Context: an optimization exercise on an open-source flow, tuned for small area. The choices shown serve that exercise and are no tape-out recipe. Only simulation tests tie the RTL to the original design; equivalence was not proved. The clock input has no modelled driver; a real chip could not lean on it and would need a root buffer or a full tree. Power and IR drop assume default switching activity.

Design ri_codec, start of the top module:
module ri_codec (
    input  wire        clk,
    input  wire        rst_n,
    input  wire        tick,          
    input  wire        edge_valid,    
    input  wire        edge_rising,   
    input  wire        uart_valid,    
    input  wire [7:0]  uart_data,
    output wire        ri_out,        
    output wire        input_en,      
    output wire        frame_active,  
    output wire        rx_valid,      
    output wire [11:0] rx_cmd,
    output wire        tx_valid,      
    output wire [15:0] tx_cmd
);
Size: roughly 310 cells after synthesis, roughly 62 flip-flops, ~3100 um2 of cells after synthesis.
==> module ri_codec, before the edit <==
module ri_codec (
    input  wire        clk,
    input  wire        rst_n,
    input  wire        tick,          
    input  wire        edge_valid,    
    input  wire        edge_rising,   
    input  wire        uart_valid,    
    input  wire [7:0]  uart_data,
    output wire        ri_out,        
    output wire        input_en,      
    output wire        frame_active,  
    output wire        rx_valid,      
    output wire [11:0] rx_cmd,
    output wire        tx_valid,      
    output wire [15:0] tx_cmd
);
    reg  [15:0] pt;        
    reg  [3:0]  tk;        
    reg  [11:0] bbuf;      
    reg         fip;       
    reg  [2:0]  len;       
    reg         bad;       
    reg         lastx;     
    reg  [15:0] val;       
    reg         act;       
    reg         pin;       
    reg  [3:0]  ph;        
    reg  [1:0]  q;         
    wire       ph_hdr = (ph == 4'd0);
    wire       ph_trl = (ph == 4'd13);
    wire       bitv   = ph[1] ? (ph[0] ? val[13] : val[14])
                              : (ph[0] ? val[15] : val[12]);
    wire       c100 = pt[6] & pt[5] & pt[2];
    wire       c200 = pt[7] & pt[6] & pt[3];
    wire       c300 = pt[8] & pt[5] & pt[3] & pt[2];
    wire       c400 = pt[8] & pt[7] & pt[4];
    wire       hit  = act & (pin ? (ph_hdr ? c300 : c100)
                                 : (ph_hdr ? c400 : ((bitv & !ph_trl) ? c300 : c200)));
    wire       go_low      = hit & pin;
    wire       phase_end   = hit & !pin;
    wire       phase_start = phase_end & !ph_trl;
    wire       done        = phase_end & ph_trl;
    wire ev_frame = (q == 2'b01);
    wire ev_bit   = q[1];
    wire ev_uart  = len[2] & len[1];
    wire tx_start = ev_uart & !bad & !lastx;
    wire tk12     = (tk == 4'd12);
    wire tk13     = (tk == 4'd13);
    wire act_mid   = tx_start | (act & !done);
    wire armed_mid = act ? done : !tx_start;
    wire zero_pt   = tx_start | phase_start | done;
    wire [2:0] len_mid = ev_uart ? 3'd0 : len;
    wire edge_taken = edge_valid & !act_mid;
    wire hdr  = pt > 16'd250 && pt < 16'd350;
    wire one  = pt > 16'd150 && pt < 16'd250;
    wire zro  = pt > 16'd50  && pt < 16'd150;
    wire edge_put = edge_taken & !zero_pt & (edge_rising ? hdr : (one | zro));
    wire uart_taken = uart_valid & armed_mid;
    wire       is_x   = (uart_data == 8'h78);
    wire       is_dig = (uart_data[7:4] == 4'h3) & (uart_data[3:0] <= 4'd9);
    wire       is_let = (uart_data[7:6] == 2'b01) & (uart_data[4:3] == 2'b00) &
                        (uart_data[2:0] != 3'd0) & (uart_data[2:0] != 3'd7);
    wire [3:0] nib    = uart_data[6] ? {1'b0, uart_data[2:0]} + 4'd9 : uart_data[3:0];
    wire       rot    = phase_start & (ph[1:0] == 2'b00);
    always @(posedge clk) begin
        if (!rst_n) begin
            pt    <= 16'd0;
            tk    <= 4'd0;
            fip   <= 1'b0;
            len   <= 3'd0;
            act   <= 1'b0;
            pin   <= 1'b0;
            q     <= 2'b00;
        end else begin
            pt <= ((zero_pt | edge_taken) ? 16'd0 : pt) + {15'd0, tick};
            act <= act_mid;
            if (tx_start) begin
                pin <= 1'b1;
            end else if (go_low) begin
                pin <= 1'b0;
            end else if (phase_start) begin
                pin <= 1'b1;
            end
            if (ev_frame) begin
                tk  <= 4'd0;
                fip <= 1'b1;
            end else if (ev_bit) begin
                if (tk12) begin
                    tk  <= 4'd13;
                    fip <= 1'b0;
                end else begin
                    tk  <= tk + 4'd1;
                end
            end else if (tk13) begin
                tk <= 4'd0;
            end
            q <= edge_put ? (edge_rising ? 2'b01 : {1'b1, one}) : 2'b00;
            len <= uart_taken ? len_mid + 3'd1 : len_mid;
        end
    end
    always @(posedge clk) begin
        if (tx_start)
            ph <= 4'd15;
        else if (phase_start || ph == 4'd15)
            ph <= ph + 4'd1;
        if (ev_bit)
            bbuf <= {bbuf[10:0], q[0]};
        if (uart_taken) begin
            lastx <= is_x;
            bad   <= !is_x & (!(is_dig | is_let) | (bad & (len_mid != 3'd0)));
        end
        if (rot)
            val <= {val[11:0], val[15:12]};
        else if (uart_taken)
            val <= is_x ? 16'd0 : {val[11:0], nib};
    end
    assign ri_out       = pin;
    assign input_en     = !act;
    assign frame_active = fip;
    assign rx_valid     = tk13;
    assign rx_cmd       = bbuf;
    assign tx_valid     = act & (ph == 4'd15);
    assign tx_cmd       = val;
endmodule
Settings: LEC_CHECK=0, CAP_MARGIN=20, CORE_MARGIN=2, CORE_UTILIZATION=70, PLACE_DENSITY=0.8, SLEW_MARGIN=20; clock period 10.0 ns.
standard.sh (not shown) runs the stock make flow with config.mk's settings and CLKGATE_MAP_FILE= SYNTH_SCRIPT=/design/flow/synth_recipe.tcl, a recipe that flattens the netlist after the stock synthesis.
==> flow/flow/run.sh <==
#!/bin/bash
# The standard layout (the standard.sh, standard synthesis included) with
# two changes:
#  - the port buffers are the smallest buffer, buf_1, instead of the default;
#  - the clock tree is built by flow/manual_cts.tcl (a PRE_CTS_TCL hook): the
#    clock port drives 4 clkbuf_8, each driving one cluster of registers.
# All tool output goes to standard.log here and to ORFS's logs under orfs/.
set -euo pipefail
here=$(pwd)
export BUFFER_PORTS_ARGS="-buffer_cell sky130_fd_sc_hd__buf_1"
export PRE_CTS_TCL="$here/flow/manual_cts.tcl"
export MANUAL_CTS_CELL=sky130_fd_sc_hd__clkbuf_8
export MANUAL_CTS_COUNT=4
bash standard.sh > standard.log 2>&1
Other scripts of this flow, unchanged in this note and not shown: flow/flow/manual_cts.tcl
Next try:
--- a/flow/design.v
+++ b/flow/design.v
@@ -28,8 +28,7 @@
     reg  [1:0]  q;         
     wire       ph_hdr = (ph == 4'd0);
     wire       ph_trl = (ph == 4'd13);
-    wire       bitv   = ph[1] ? (ph[0] ? val[13] : val[14])
-                              : (ph[0] ? val[15] : val[12]);
+    wire       bitv   = val[4'd12 - ph];
     wire       c100 = pt[6] & pt[5] & pt[2];
     wire       c200 = pt[7] & pt[6] & pt[3];
     wire       c300 = pt[8] & pt[5] & pt[3] & pt[2];
@@ -61,7 +60,6 @@
     wire       is_let = (uart_data[7:6] == 2'b01) & (uart_data[4:3] == 2'b00) &
                         (uart_data[2:0] != 3'd0) & (uart_data[2:0] != 3'd7);
     wire [3:0] nib    = uart_data[6] ? {1'b0, uart_data[2:0]} + 4'd9 : uart_data[3:0];
-    wire       rot    = phase_start & (ph[1:0] == 2'b00);
     always @(posedge clk) begin
         if (!rst_n) begin
             pt    <= 16'd0;
@@ -108,11 +106,8 @@
         if (uart_taken) begin
             lastx <= is_x;
             bad   <= !is_x & (!(is_dig | is_let) | (bad & (len_mid != 3'd0)));
+            val   <= is_x ? 16'd0 : {val[11:0], nib};
         end
-        if (rot)
-            val <= {val[11:0], val[15:12]};
-        else if (uart_taken)
-            val <= is_x ? 16'd0 : {val[11:0], nib};
     end
     assign ri_out       = pin;
     assign input_en     = !act;
Global-route usage drops by 1.2 points. Setup slack improves by 67 ps. Total power drops by 0.50%. Design area climbs by 5.6%. Synthesized cell count climbs by 11%. Sequential power barely changes. Core utilization climbs by 2.1 points.
In every run of this note, the design's own scripts or RTL, not TritonCTS, make the clock network.

[separate check: timing with driven ports]
The results above use ideal ports. As a check the final layouts listed here were re-extracted and re-timed, cells and wires unchanged.
Step 1 (the two cells are an assumption about what drives the block):
set clk [get_ports {clk}]
set_driving_cell -lib_cell sky130_fd_sc_hd__clkbuf_16 $clk
set_driving_cell -lib_cell sky130_fd_sc_hd__buf_2 [delete_from_list [all_inputs] $clk]
Step 2 moves the port delays by t, midway between the first and last clock arrival at a register: inputs arrive t later, outputs are due t later. That takes back most of the time a late clock gives input paths.
Three values: ideal, step 1, step 2; two values: the first two.
| run | shift t [ns] | slack for setup (ns) | hold slack, ns | worst data-port slew with drivers (ns) |
|---|---|---|---|---|
| the first run | 0.207 | 5.985 / 6.022 / 5.815 | 0.463 / 0.463 / 0.463 | 0.04 |
| the second run | 0.201 | 6.052 / 6.052 / 6.052 | 0.440 / 0.440 / 0.440 | 0.05 |
After both steps setup and hold are still met in every run listed. For the first run, which loses most, drivers alone change the setup slack by +0.037 ns; drivers and shift together by -0.170 ns.
